Background: an optimization exercise with open tools, aiming at small area, a short achievable clock period and few clock cycles per item. Do not read the settings as production practice.
The RTL was checked by simulation tests, not by an equivalence proof against the original design.

## build 42
## pvss_ladder
module pvss_ladder #(
    parameter W = 64
) (
    input  wire         clk,
    input  wire         rst,
    input  wire         start,
    input  wire [W-1:0] p,
    input  wire [W-1:0] a24,
    input  wire [W-1:0] x,
    input  wire [W-1:0] k,
    output wire         ready,
    output reg          done,
    output reg  [2:0]   ecode,
    output wire [W-1:0] x0,
    output wire [W-1:0] z0,
    output wire [W-1:0] x1,
    output wire [W-1:0] z1
);
    localparam [2:0] E_OK = 3'd0, E_PARAM = 3'd3, E_DEGEN = 3'd4;
    localparam NC = 18;                     
    localparam SW = W + 7;                  
    localparam VW = W + 1;                  
    localparam OW = W + 2;                  
    localparam AW = W + 4;                  
    localparam [1:0] S_IDLE = 2'd0,
                     S_DBL  = 2'd1,         
                     S_MUL  = 2'd2,         
                     S_FIN  = 2'd3;
    localparam [2:0] R_CIN  = 3'd0,         
                     R_1    = 3'd1,
                     R_2    = 3'd2,
                     R_3    = 3'd3,
                     R_COUT = 3'd4;         
    reg [1:0]    state;
    reg          rdy;
    reg [W-1:0]  pr, kr;
    reg [VW-1:0] xm, a24m;
    reg [VW-1:0] ax, az, bx, bz, t0, t1;    
    reg [6:0]    nbits;                 
    reg [7:0]    dcnt;
    reg [4:0]    cnt;                   
    reg [2:0]    rnd;
    reg          kbit;                  
    reg          fin2;
    wire [VW-1:0] pv = {1'b0, pr};
    wire [VW-1:0] gx0 = kbit ? bx : ax;
    wire [VW-1:0] gz0 = kbit ? bz : az;
    wire [VW-1:0] gx1 = kbit ? ax : bx;
    wire [VW-1:0] gz1 = kbit ? az : bz;
    wire [VW-1:0] fx0 = (gx0 == pv) ? {VW{1'b0}} : gx0;
    wire [VW-1:0] fz0 = (gz0 == pv) ? {VW{1'b0}} : gz0;
    wire [VW-1:0] fx1 = (gx1 == pv) ? {VW{1'b0}} : gx1;
  ...
clock: 12.0 ns
lec_check: 0
cap_margin: 20
cell_pad_in_sites_detail_placement: 1
cell_pad_in_sites_global_placement: 2
core_margin: 2
core_utilization: 25
place_density: 0.35
setup_slack_margin: 5
slew_margin: 20
run.sh (not shown) runs the stock make flow with config.mk's settings and CLKGATE_MAP_FILE= SYNTH_SCRIPT=/design/flow/synth_recipe.tcl, a recipe that flattens the netlist after the stock synthesis.
STATUS run=build 42 STAGES=ALL_DONE FINAL_CHECKS=FAILED CAUSE=capacitance limit, slew limit
Testbench counts of build 42, summed over its fixed seeds: cycles 249,288, items 64.
The following lists how build 24 was set up differently from build 42:
Settings: a deleted PLACE_DENSITY that had been 0.35; a deleted CELL_PAD_IN_SITES_GLOBAL_PLACEMENT that had been 2; a deleted CELL_PAD_IN_SITES_DETAIL_PLACEMENT that had been 1; an added MIN_ROUTING_LAYER of met2; a change of CORE_UTILIZATION from 25 to 30.
Results
Run status, build 24: aborted in global routing (5_1_grt), error GRT-0116. As far as number of distinct standard cells referenced by the synthesized netlist goes, build 42 and build 24 are indistinguishable; the numbers are identical. NOTE number of placed cells counting well taps build 42->build 24 decreased by a few percent. Compared with build 42, in build 24 number of flops mapped to enable cells by yosys ~0 delta, routability congestion estimate from global placement grew by 0.19, post-DP HPWL grew by 2.7%. Diff build 42 -> build 24: placed instance area lower; area after synthesis held steady. Build 24 against build 42: post-synthesis sequential area ratio held steady; number of buffers created by CTS shrank by 11; worst-case setup slack after placement shrank by 0.19 ns; synthesized-area fraction occupied by adder cells held steady.
Modified inputs, build 1 compared to build 24
Settings: swapping 30 for 25 in CORE_UTILIZATION; putting PLACE_DENSITY at 0.35 where nothing was set; putting CELL_PAD_IN_SITES_GLOBAL_PLACEMENT at 2 where nothing was set; clearing SETUP_SLACK_MARGIN, which used to be 5; clearing MIN_ROUTING_LAYER, which used to be met2; putting CELL_PAD_IN_SITES_DETAIL_PLACEMENT at 1 where nothing was set; swapping 20 for 40 in SLEW_MARGIN; swapping 20 for 40 in CAP_MARGIN.
==> flow/flow/run.sh (new file) <==
#!/bin/bash
set -euo pipefail
bash standard.sh SETUP_SLACK_MARGIN=6.5 finish > standard.log 2>&1
==> flow/standard.sh (new file) <==
#!/bin/bash
# synth_recipe.tcl (not shown) runs the flow's synth.tcl, then flattens the netlist and writes it again
# the make line also repeats each setting of config.mk as NAME=value (left out here)
make -C /OpenROAD-flow-scripts/flow DESIGN_CONFIG=/design/flow/config.mk WORK_HOME=/design/flow/orfs CLKGATE_MAP_FILE= SYNTH_SCRIPT=/design/flow/synth_recipe.tcl "${@:-finish}"
removed: flow/run.sh
==> run summary <==
- Build 1: full flow OK, the timing, DRC and antenna checks passed
- Diff build 24 -> build 1: summed instance area of the synthesized netlist held, async set-reset flop share out of synthesis held steady, instance count after placement with tap cells included shows an increase of 5.4%, clock buffer count from CTS picked up an extra 3.5%.
## Diff of input files: build 47 against build 1
Settings: CORE_UTILIZATION changed from 25 to 30; PLACE_DENSITY removed (was 0.35); CELL_PAD_IN_SITES_DETAIL_PLACEMENT removed (was 1); CAP_MARGIN changed from 40 to 20; CELL_PAD_IN_SITES_GLOBAL_PLACEMENT removed (was 2); SLEW_MARGIN changed from 40 to 20.
==> flow/flow/run.sh <==
#!/bin/bash
set -euo pipefail
bash standard.sh SETUP_SLACK_MARGIN=6.5 FASTROUTE_TCL="$PWD/flow/fastroute.tcl" finish > standard.log 2>&1
==> flow/flow/fastroute.tcl (new file) <==
# Global routing capacities: leave more room on the lower layers for the
# detailed router (the platform default reduces every layer by only 20%).
set_global_routing_layer_adjustment met1 0.7
set_global_routing_layer_adjustment met2 0.5
set_global_routing_layer_adjustment met3-met5 0.3
set_routing_layers -clock met3-met5
set_routing_layers -signal met1-met5
[summary]
What ended build 47 was a tool error in global routing (5_1_grt); the run never finished. Area after detailed placement: build 47 vs build 1 down 1.7%. Against build 1, build 47 reports a die extent in x that is lower. The number of buffers added on ports of build 47 and that of build 1 are within noise of each other. The starting density of the core in build 47 sits 5.1 points above the value recorded for build 1.

[what the ideal ports hide]
No port has a modelled driver above. Below, the same layouts with a new extraction and two added sets of constraints.
Step 1 assumes that a clkbuf_16 drives the clock port and a buf_2 every other input.
Step 2 moves the port delays by t, midway between the first and last clock arrival at a register: inputs arrive t later, outputs are due t later. That takes back most of the time a late clock gives input paths.
a / b / c = no drivers / after step 1 / after step 2; a / b = the first two.
| run | t, ns | setup slack, ns | slew at the worst register clock pin (ns) |
|---|---|---|---|
| build 42 | 1.218 | 4.977 / 4.977 / 4.977 | 0.07 / 0.07 |
| build 1 | 1.172 | 5.878 / 5.878 / 5.878 | 0.07 / 0.07 |
